This is an optimization exercise on Yosys and OpenROAD, whose aim is small area, a short achievable clock period and few clock cycles, not a production implementation.
In this exercise RTL edits were held to simulation tests only and were not proved equivalent to the original.
No activity file was given, so power comes from the tool's default toggle rates.

==> 05-19 <==
## pcf8583_rtc
module pcf8583_rtc (
    input  wire        clk,
    input  wire        rst,
    input  wire        scl_i,
    input  wire        sda_i,
    input  wire [39:0] host_now,
    input  wire [6:0]  host_cs,
    output wire        sda_o,
    output wire        busy
);
    localparam [40:0] KOFF = 41'd617564390400;    
    localparam [3:0] S_IDLE       = 4'd0;
    localparam [3:0] S_START_WAIT = 4'd1;
    localparam [3:0] S_GET_ADDR   = 4'd2;
    localparam [3:0] S_AW_ACK     = 4'd3;
    localparam [3:0] S_AR_ACK     = 4'd4;
    localparam [3:0] S_GET_REG    = 4'd5;
    localparam [3:0] S_REG_ACK    = 4'd6;
    localparam [3:0] S_READ       = 4'd7;
    localparam [3:0] S_READ_ACK   = 4'd8;
    localparam [3:0] S_WRITE      = 4'd9;
    localparam [3:0] S_WRITE_ACK  = 4'd10;
    localparam [4:0] E_IDLE   = 5'd0;
    localparam [4:0] E_MAIN   = 5'd1;
    localparam [4:0] E_P0     = 5'd2;
    localparam [4:0] E_P1     = 5'd3;
    localparam [4:0] E_P2     = 5'd4;
    localparam [4:0] E_P3     = 5'd5;
    localparam [4:0] E_P4     = 5'd6;
    localparam [4:0] E_P5     = 5'd7;
    localparam [4:0] E_P6     = 5'd8;
    localparam [4:0] E_P7     = 5'd9;
    localparam [4:0] E_D1     = 5'd10;
    localparam [4:0] E_D2     = 5'd11;
    localparam [4:0] E_MUL    = 5'd12;
    localparam [4:0] E_COMMIT = 5'd13;
    localparam [4:0] E_PSTART = 5'd14;
    localparam [4:0] E_D0     = 5'd15;
    localparam [4:0] E_D1B    = 5'd16;
    function [7:0] bcd7;
        input [6:0] v;
        begin
            bcd7 = (v / 7'd10) * 8'd16 + {1'b0, v % 7'd10};
        end
    endfunction
    function [10:0] st675;
        input [9:0] r; input b;
        reg [10:0] t;
        reg [10:0] tm;
        begin
            t = {r, b};
            tm = t - 11'd675;
            st675 = (t >= 11'd675) ? {1'b1, tm[9:0]} : {1'b0, t[9:0]};
        end
    endfunction
    function [18:0] st146097;
        input [17:0] r; input b;
        reg [18:0] t;
        reg [18:0] tm;
        begin
            t = {r, b};
            tm = t - 19'd146097;
            st146097 = (t >= 19'd146097) ? {1'b1, tm[17:0]} : {1'b0, t[17:0]};
        end
    endfunction
    function [2:0] st7;
        input [2:0] r; input b;
        reg [3:0] t;
        begin
            t = {r, b};
            st7 = (t >= 4'd7) ? t - 4'd7 : t[2:0];
        end
    endfunction
    function [11:0] st1461;
  ...
export LEC_CHECK = 0
export CAP_MARGIN = 20
export CORE_MARGIN = 2
export CORE_UTILIZATION = 30
export SLEW_MARGIN = 20
create_clock -name core_clock -period 20.0 [get_ports {clk}]
standard.sh (not shown) runs the stock make flow with config.mk's settings and CLKGATE_MAP_FILE= SYNTH_SCRIPT=/design/flow/synth_recipe.tcl, a recipe that flattens the netlist after the stock synthesis.
==> flow/flow/run.sh <==
#!/bin/bash
# The standard layout (the standard.sh, unchanged synthesis, floorplan,
# placement, clock tree and routing), with the timing repair steps asked to
# leave a setup margin, so that the design is optimised toward a clock
# period shorter than the constraint's. The constraint file is not changed.
set -euo pipefail
export SETUP_SLACK_MARGIN=14.2
bash standard.sh > standard.log 2>&1
==> 09-06 (differences from 05-19) <==
--- a/flow/design.v
+++ b/flow/design.v
@@ -195,24 +195,23 @@
             endcase
             if (m >= 4'd3 && lp) c = (c == 3'd6) ? 3'd0 : c + 3'd1;
             cum7 = c;
         end
     endfunction
-    reg [39:0] hn_r;
+    reg [39:0] hn_r;          
     reg        rst_r;
     always @(posedge clk) begin
-        hn_r  <= host_now;
         rst_r <= rst;
     end
     reg        scl_q, sda_q;
     reg [3:0]  ps;
     reg [2:0]  bc;
     reg [7:0]  sh;
     reg [7:0]  ptr;
     reg        sda_reg, busy_reg;
     reg        ev_start, ev_ring, ev_time, ev_ctrl, ev_halt, ev_res;
-    reg [7:0]  ev_data;
+    wire [7:0] ev_data = sh;             
     wire [7:0] ev_ptr = ptr - 8'd1;      
     reg [7:0]  nb;
     reg        nb_rdy;
     assign sda_o = sda_reg;
     assign busy  = busy_reg;
@@ -369,11 +368,11 @@
     reg [4:0]  f_hr, f_dom;
     reg [3:0]  f_mon;
     reg [6:0]  f_w;           
     reg [1:0]  f_c4;          
     reg [2:0]  f_wd;
-    reg [40:0] offK, latchK;
+    reg [40:0] tb;
     wire [7:0] tgt   = (ps == S_READ || ps == S_READ_ACK) ? ptr_inc : ptr;
     wire [7:0] tidx  = {tgt[7:3] - 5'd1, tgt[2:0]};
     reg  [7:0] tgt_r, ts_r;
     wire       tring_r = (tgt_r[7:3] != 5'd0);
     wire       thit  = (ts_r[3:0] == 4'd0);
@@ -408,29 +407,20 @@
     wire ld_ok = nb_rdy && (tgt == tgt_r) && !((tgt[7:3] != 5'd0) && pconf);
     wire wpre     = ejob_w && (eph != E_IDLE) && (eph != E_PSTART);
     wire proc_add = ev_halt | ev_res | ev_start | ev_time;
     wire do_commit = (eph == E_COMMIT) && !proc_add;
     wire do_pstart = (eph == E_PSTART) && !proc_add;
-    reg        add_lat;       
     reg [1:0]  add_bs;        
     always @(*) begin
-        if (ev_halt) begin
-            add_lat = 1'b0; add_bs = 2'd1;
-        end else if (ev_res) begin
-            add_lat = 1'b1; add_bs = 2'd2;
-        end else if (ev_start || ev_time) begin
-            add_lat = halted;
-            add_bs  = halted ? 2'd0 : 2'd1;
-        end else if (eph == E_COMMIT) begin
-            add_lat = halted; add_bs = 2'd3;
-        end else begin
-            add_lat = 1'b1;
-            add_bs  = pend_add ? 2'd3 : 2'd0;
-        end
+        if (ev_halt)                     add_bs = 2'd1;
+        else if (ev_res)                 add_bs = 2'd2;
+        else if (ev_start || ev_time)    add_bs = halted ? 2'd0 : 2'd1;
+        else if (eph == E_COMMIT)        add_bs = 2'd3;
+        else                             add_bs = pend_add ? 2'd1 : 2'd0;
     end
     wire [40:0] hn_x  = {hn_r[39], hn_r};
-    wire [40:0] add_a = add_lat ? latchK : offK;
+    wire [40:0] add_a = tb;
     wire [40:0] add_b = (add_bs == 2'd1) ? hn_x :
                         (add_bs == 2'd2) ? ~hn_x :
                         (add_bs == 2'd3) ? {{13{eq[27]}}, eq} : 41'd0;
     wire [40:0] sum   = add_a + add_b + {40'd0, (add_bs == 2'd2)};
     wire start_direct = ev_start && !wpre;
@@ -462,11 +452,11 @@
             m_w7 = st7(m_w7, qb[1 - j]);
         end
     end
     wire [8:0]  h1  = st225(r1[9:2], r1[1]);
     wire [8:0]  h2  = st225(h1[7:0], r1[0]);
-    wire [7:0]  h_r = (eph == E_P2) ? h1[7:0] : h2[7:0];
+    wire [7:0]  h_r = h2[7:0];
     wire [1:0]  h_q = {h1[8], h2[8]};
     wire [17:0] xz  = {m_r2[17:2], 2'b11};           
     reg  [3:0]  mn_r;
     reg  [2:0]  mn_q;
     reg  [4:0]  s4;
@@ -599,33 +589,39 @@
     end
     wire [4:0] w7s  = {2'd0, f_wd} + {2'd0, jy7} + {2'd0, cum7(mn, lpn)} +
                       5'd7 - {2'd0, cum7(f_mon, lp_y)};
     wire [2:0] wd1  = dr[4:0] % 5'd7;
     wire [11:0] dval = dp - {3'd0, dq} + dr;
-    reg  signed [2:0] bdig;
+    reg  signed [2:0] bdig;       
+    reg  signed [2:0] bd_r;       
+    wire [3:0] ecnt_n = (eph == E_D2) ? ((emode == 3'd3) ? 4'd2 : (emode == 3'd4) ? 4'd5 : 4'd7)
+                                      : ecnt - 4'd1;
     always @(*) begin
         bdig = 3'sd0;
         case (emode)
-            3'd3: case (ecnt)         
+            3'd3: case (ecnt_n)       
                       4'd3: bdig = 3'sd1;  4'd1: bdig = -3'sd1;  default: ;
                   endcase
-            3'd4: case (ecnt)         
+            3'd4: case (ecnt_n)       
                       4'd6: bdig = 3'sd1;  4'd4: bdig = -3'sd2;  4'd2: bdig = 3'sd1;
                       default: ;
                   endcase
-            default: case (ecnt)      
+            default: case (ecnt_n)    
                       4'd8, 4'd7, 4'd6: bdig = 3'sd1;
                       4'd4: bdig = 3'sd2;  4'd3: bdig = -3'sd2;
                       default: ;
                   endcase
         endcase
     end
     wire [27:0] dx    = {{16{dp[11]}}, dp};
-    wire [27:0] bterm = (bdig == 3'sd2 || bdig == -3'sd2) ? {dx[26:0], 1'b0} :
-                        (bdig == 3'sd0) ? 28'd0 : dx;
-    wire        bneg  = bdig[2];
+    wire [27:0] bterm = (bd_r == 3'sd2 || bd_r == -3'sd2) ? {dx[26:0], 1'b0} :
+                        (bd_r == 3'sd0) ? 28'd0 : dx;
+    wire        bneg  = bd_r[2];
     wire [27:0] mul_n = {eq[25:0], 2'b00} + (bterm ^ {28{bneg}}) + {27'd0, bneg};
+    wire hn_hold = pend || (ev_start && wpre);
+    always @(posedge clk)
+        if (c_start || !hn_hold) hn_r <= host_now;
     always @(posedge clk) begin
         if (rst_r) begin
             scl_q    <= 1'b1;
             sda_q    <= 1'b1;
             ps       <= S_IDLE;
@@ -660,15 +656,16 @@
             ev_time  <= c_fall & w_time;
             ev_ctrl  <= c_fall & w_ctrl;
             ev_halt  <= c_fall & w_ctrl & shifted[7] & !halted;
             ev_res   <= c_fall & w_ctrl & !shifted[7] & halted;
         end
-        ev_data <= shifted;
     end
     always @(posedge clk) begin
-        if (rst || rst_r)
+        if (rst)
             busy_reg <= 1'b1;
+        else if (rst_r)
+            busy_reg <= 1'b0;
         else
             busy_reg <= (((ps == S_AR_ACK) || (ps == S_READ_ACK)) && !ld_ok) ||
                         ((ps == S_WRITE) && (bc == 3'd7) && (pw_valid || ev_ring ||
                          ((ptr[7:3] == 5'd0) && (ptr[2:0] != 3'd1) && (ptr[2:0] != 3'd7) &&
                           ejob_w && (eph != E_IDLE))));
@@ -683,11 +680,11 @@
         pre_bcd <= (tgt[2:0] != 3'd0) && (tgt[2:0] != 3'd7);
         if (rst_r) begin
             ctrl       <= 8'd0;
             halted     <= 1'b0;
             am_pm      <= 1'b0;
-            offK       <= KOFF;
+            tb         <= KOFF;
             rc         <= 8'd0;
             clr_cnt    <= 5'd16;
             pw_valid   <= 1'b0;
             nb_rdy     <= 1'b0;
             eph        <= E_IDLE;
@@ -695,15 +692,15 @@
             pend       <= 1'b0;
             snap_valid <= 1'b0;
         end else begin
             if (ev_ctrl) ctrl <= ev_data;
             if (ev_halt) begin
-                latchK <= sum;
+                tb     <= sum;
                 halted <= 1'b1;
             end
             if (ev_res) begin
-                offK   <= sum;
+                tb     <= sum;
                 halted <= 1'b0;
             end
             if (ev_time && ev_ptr[2:0] == 3'd4) am_pm <= ev_data[7];
             if (clr) clr_cnt <= clr_cnt - 5'd1;
             if (ev_ring) begin
@@ -727,11 +724,10 @@
             if (ev_start) begin
                 snap_valid <= 1'b0;
                 if (wpre) begin
                     pend     <= 1'b1;
                     pend_add <= !halted;
-                    if (!halted) latchK <= sum;
                 end else begin
                     pend <= 1'b0;
                 end
             end
             if (ev_time) begin
@@ -777,13 +773,13 @@
                         eph  <= E_P2;
                     end
                     E_P2: begin
                         r2   <= {7'd0, z_r};
                         eq   <= {21'd0, z_eq};
-                        mr   <= h_r[7:4];
-                        r1   <= {h_r[3:0], r1[0], low7[6], 4'd0};
-                        f_hr <= {f_hr[3:0], h_q[1]};
+                        mr   <= h1[7:4];
+                        r1   <= {h1[3:0], r1[0], low7[6], 4'd0};
+                        f_hr <= {f_hr[3:0], h1[8]};
                         eph  <= E_P3;
                     end
                     E_P3: begin
                         r2   <= {7'd0, z_r};
                         eq   <= {21'd0, z_eq};
@@ -843,26 +839,27 @@
                         eph <= E_D2;
                     end
                     E_D2: begin
                         r2 <= {6'd0, dval};
                         eq <= {{16{dval[11]}}, dval};
+                        bd_r <= bdig;
                         case (emode)
                             3'd2:    begin ecnt <= 4'd0; eph <= E_COMMIT; end
                             3'd3:    begin ecnt <= 4'd2; eph <= E_MUL; end
                             3'd4:    begin ecnt <= 4'd5; eph <= E_MUL; end
                             default: begin ecnt <= 4'd7; eph <= E_MUL; end
                         endcase
                     end
                     E_MUL: begin
                         eq   <= mul_n;
+                        bd_r <= bdig;
                         ecnt <= ecnt - 4'd1;
                         if (ecnt == 4'd0) eph <= E_COMMIT;
                     end
                     E_COMMIT: begin
                         if (do_commit) begin
-                            if (halted) latchK <= sum;
-                            else        offK   <= sum;
+                            tb  <= sum;
                             eph <= pend ? E_PSTART : E_IDLE;
                         end
                     end
                     default: ;
                 endcase
==> flow/flow/run.sh (replaced) <==
#!/bin/bash
# The standard layout (the standard.sh: unchanged synthesis, floorplan,
# placement, clock tree and routing) with two changes to how it is made:
#  - the port buffers are buf_2 cells (every port still gets its own buffer);
#  - the timing repair steps are asked to leave a setup margin, so that the
#    design is optimised toward a clock period shorter than the
#    constraint's. The constraint file itself is not changed.
set -euo pipefail
export BUFFER_PORTS_ARGS="-buffer_cell sky130_fd_sc_hd__buf_2"
export SETUP_SLACK_MARGIN=14.8
bash standard.sh > standard.log 2>&1
- CORE_UTILIZATION: 30 -> 55
- CTS_CLUSTER_DIAMETER: default -> 100
- CTS_CLUSTER_SIZE: default -> 24
==> 09-16 (differences from 05-19) <==
--- a/flow/design.v
+++ b/flow/design.v
@@ -795,11 +795,11 @@
                     E_P4: begin
                         r2   <= {7'd0, z_r};
                         eq   <= {21'd0, z_eq};
                         f_mi <= {f_mi[2:0], mn_q};
                         f_sc <= {mn_r, low7[5:4]};
-                        eph  <= (ejob_w && emode <= 3'd4) ? E_D1 : E_P5;
+                        eph  <= E_P5;
                     end
                     E_P5: begin
                         r2  <= {7'd0, z_r};
                         eq  <= {21'd0, z_eq};
                         eph <= E_P6;
@@ -834,11 +834,11 @@
                                 r2 <= {6'd0, jy + {3'd0, cumd(mn, lpn)}};
                                 r1 <= {1'b0, cumd(f_mon, lp_y)};
                                 eq <= {23'd0, w7s};
                             end
                         endcase
-                        eph <= (emode == 3'd6) ? E_D1B : E_D2;
+                        eph <= E_D1B;
                     end
                     E_D1B: begin
                         if (emode == 3'd6) eq <= {16'd0, {9'd0, wx} - {9'd0, wd1}};
                         eph <= E_D2;
                     end
==> flow/run.sh (new file) <==
#!/bin/bash
# synth_recipe.tcl (not shown) runs the flow's synth.tcl, then flattens the netlist and writes it again
# the make line also repeats each setting of config.mk as NAME=value (left out here)
make -C /OpenROAD-flow-scripts/flow DESIGN_CONFIG=/design/flow/config.mk WORK_HOME=/design/flow/orfs CLKGATE_MAP_FILE= SYNTH_SCRIPT=/design/flow/synth_recipe.tcl finish
removed: flow/flow/run.sh
removed: flow/standard.sh
==> notes <==
Synthesized cell count, lowest first: 09-06, 09-16, 05-19. Worst hold slack, highest first: 09-06, 09-16, 05-19. Non-clock buffer count: 09-16 is lower than 09-06 (37). In 05-19 the setup slack is better than in 09-16, by 0.91 ns. Clock power: 09-06 is smaller than 09-16 (42%).
==> figures <==
metric	09-16	09-06	05-19
Routed length per instance	17.80 um	21.15 um	17.62 um
Global-route usage over all layers	13.45%	24.21%	13.17%
Cell Pwr Density	128.0 mW/mm2	94.71 mW/mm2	120.9 mW/mm2
Sum of routed wire length over all layers	175500 um	168700 um	174100 um
Worst path arrival time	7.04 ns	1.28 ns	6.15 ns
Number of distinct library cell variants in the gate-level netlist after synthesis	95	103	102
Count of nets after finishing	6644	6480	6656
# Post-CTS Setup Buffers	0	6	0
Fraction of area in clock buffers and inverters	8.700%	3.944%	8.373%
Cell area after synthesis	0.07509 mm2	0.07402 mm2	0.07580 mm2
Crit share post-route	32.37%	26.41%	27.83%
Result of the run	timing/DRC/antenna clean	timing/DRC/antenna clean	timing/DRC/antenna clean
Testbench counts of 05-19, summed over its fixed seeds: cycles 117,868.
Testbench counts of 09-06, summed over its fixed seeds: cycles 117,860.
Testbench counts of 09-16, summed over its fixed seeds: cycles 118,453.

[static timing again, ports no longer ideal]
Ports are ideal in the flow. The routed layouts listed here were re-timed in OpenROAD.
Step 1 sets driving cells, clkbuf_16 on the clock port and buf_2 on the other inputs (assumed; they add their load-dependent delay and slew).
Step 2 adds t to the input delays and takes it off the output delays; t is the mean of the earliest and latest rising clock arrival at the registers after step 1. Input paths then give back, and output paths get back, about the clock's delay inside the block.
Slacks: no drivers / after step 1 / after step 2; pairs: no drivers / after step 1.
| run | shift t [ns] | setup slack, ns | worst hold slack (ns) |
|---|---|---|---|
| 05-19 | 0.891 | 14.434 / 14.434 / 13.782 | 0.260 / 0.260 / 0.260 |
| 09-06 | 0.835 | 14.719 / 14.641 / 14.181 | 0.303 / 0.303 / 0.303 |
| 09-16 | 0.891 | 13.526 / 13.526 / 13.526 | 0.269 / 0.269 / 0.269 |
After both steps every run listed still meets setup and hold. The setup slack of 05-19, which loses most, moves by 0.000 ns with the drivers and by -0.652 ns with both steps.
